Background: an optimization exercise with open tools, aiming at small area, a short achievable clock period and few clock cycles. Do not read the settings as production practice.
Function was checked by simulation only, so behaviour that the tests miss may differ from the original.
Power and IR drop assume default switching activity.

// lt_core
module lt_core (
    input  wire         clk,
    input  wire         rst,           
    input  wire [31:0]  cal_scale,     
    input  wire [47:0]  cal_offset,    
    input  wire         cmd_valid,
    output wire         cmd_ready,
    input  wire [3:0]   cmd_op,
    input  wire [7:0]   cmd_len,
    input  wire [63:0]  cmd_now,
    input  wire         dat_valid,
    output wire         dat_ready,
    input  wire [7:0]   dat_byte,
    output wire         res_valid,
    input  wire         res_ready,
    output wire [2:0]   res_tag,
    output wire [2:0]   res_kind,
    output wire [7:0]   res_addr,
    output wire [7:0]   res_cmd,
    output wire [7:0]   res_len,
    output wire [7:0]   res_chk,
    output wire [127:0] res_payload,
    output wire [63:0]  res_value,
    output wire [15:0]  res_raw,
    output wire [7:0]   res_status,
    output wire [63:0]  res_seq,
    output wire [63:0]  res_info0,
    output wire [63:0]  res_info1
);
Size: ~4800 cells after synthesis, ~0.052 sq mm of cells after synthesis.
clock: 11.0 ns
lec_check: 0
cap_margin: 20
core_margin: 2
core_utilization: 40
slew_margin: 20
standard.sh (not shown) runs the stock make flow with config.mk's settings and CLKGATE_MAP_FILE= SYNTH_SCRIPT=/design/flow/synth_recipe.tcl, a recipe that flattens the netlist after the stock synthesis.
==> flow/flow/run.sh <==
#!/bin/bash
# The standard synthesis and layout (standard.sh), with timing repair
# aimed below the design's clock period, buf_2 port buffers, a denser
# floorplan and larger clock-tree sink clusters.  Each step's full log is
# under orfs/logs; make's output goes to synth.log and layout.log here.
set -euo pipefail
bash standard.sh synth > synth.log 2>&1
bash standard.sh \
    SETUP_SLACK_MARGIN=7.3 \
    CORE_UTILIZATION=65 PLACE_DENSITY=0.75 \
    "BUFFER_PORTS_ARGS=-buffer_cell sky130_fd_sc_hd__buf_2" \
    CTS_CLUSTER_SIZE=26 CTS_CLUSTER_DIAMETER=90 \
    finish > layout.log 2>&1
The starting point finished clean.
Testbench counts at the start, summed over its fixed seeds: cycles 20,349.
Then changed:
--- a/flow/flow/run.sh
+++ b/flow/flow/run.sh
@@ -9 +9 @@
-    SETUP_SLACK_MARGIN=7.3 \
+    SETUP_SLACK_MARGIN=7.5 \
What happened: The new run finished with timing, DRC and antenna clean; routed wire length increases by 2.5%; count of clock-buffer cells in the layout decreases by 1; synthesized cell count does not change; synthesized area stays the same; cell count increases by 0.88%; flip-flop and latch count stays the same; design area increases by 1.5%; via count increases by 0.73%; power increases by 2.2%.

========
lt_core, a different RTL version from the one above (not shown whole).
Size in the first run: about 4,600 cells after synthesis, about 910 flip-flops, about 620 I/O pins, about 51,000 µm² of cells after synthesis.
export LEC_CHECK = 0
export CAP_MARGIN = 20
export CORE_MARGIN = 2
export CORE_UTILIZATION = 40
export SLEW_MARGIN = 20
create_clock -name core_clock -period 11.0 [get_ports {clk}]
==> flow/flow/run.sh <==
#!/bin/bash
# The standard synthesis and layout (standard.sh), with timing repair
# aimed below the design's clock period, buf_2 port buffers, a denser
# floorplan and larger clock-tree sink clusters.  Each step's full log is
# under orfs/logs; make's output goes to synth.log and layout.log here.
set -euo pipefail
bash standard.sh synth > synth.log 2>&1
bash standard.sh \
    SETUP_SLACK_MARGIN=7.3 \
    CORE_UTILIZATION=65 PLACE_DENSITY=0.75 \
    "BUFFER_PORTS_ARGS=-buffer_cell sky130_fd_sc_hd__buf_2" \
    CTS_CLUSTER_SIZE=26 CTS_CLUSTER_DIAMETER=90 \
    finish > layout.log 2>&1
Testbench counts at the start, summed over its fixed seeds: cycles 20,519.
Rerun with:
--- a/flow/flow/run.sh
+++ b/flow/flow/run.sh
@@ -7,5 +7,5 @@
 bash standard.sh synth > synth.log 2>&1
 bash standard.sh \
-    SETUP_SLACK_MARGIN=7.3 \
+    SETUP_SLACK_MARGIN=7.5 \
     CORE_UTILIZATION=65 PLACE_DENSITY=0.75 \
     "BUFFER_PORTS_ARGS=-buffer_cell sky130_fd_sc_hd__buf_2" \
Result: The changed run completed without violations; cell area grows by 1.4%; cell count grows by 0.31%; die area stays the same; global-route usage stays flat; count of clock-buffer cells in the layout grows by 1; total power grows by 1.6%.

-- afterwards: timing with drivers on the ports --
In the flow no input, the clock included, has a driving cell. The finished layouts below were timed again as built, in two steps. Step 1 assumes that a clkbuf_16 drives the clock port and a buf_2 every other input. Step 2 adds t to the input delays and takes it off the output delays; t is the mean of the earliest and latest rising clock arrival at the registers after step 1. Input paths then give back, and output paths get back, about the clock's delay inside the block. a / b / c = no drivers / after step 1 / after step 2; a / b = the first two.
| run | t, ns | setup WS [ns] | worst setup path after step 2 | worst register clock-pin slew, ns | cell pins on the clock port's net |
|---|---|---|---|---|---|
| the first run of note 1 | 0.718 | 7.229 / 7.229 / 6.619 | input to register | 0.11 / 0.11 | 1 |
| the second run of note 1 | 0.709 | 7.358 / 7.358 / 6.811 | input to register | 0.11 / 0.11 | 1 |
| the first run of note 2 | 0.712 | 7.340 / 7.268 / 6.757 | input to register | 0.11 / 0.11 | 1 |
| the second run of note 2 | 0.712 | 7.408 / 7.335 / 6.949 | input to register | 0.11 / 0.11 | 1 |
After both steps every run listed still meets setup and hold. For the first run of note 1, which loses most, drivers alone change the setup slack by 0.000 ns; drivers and shift together by -0.610 ns.
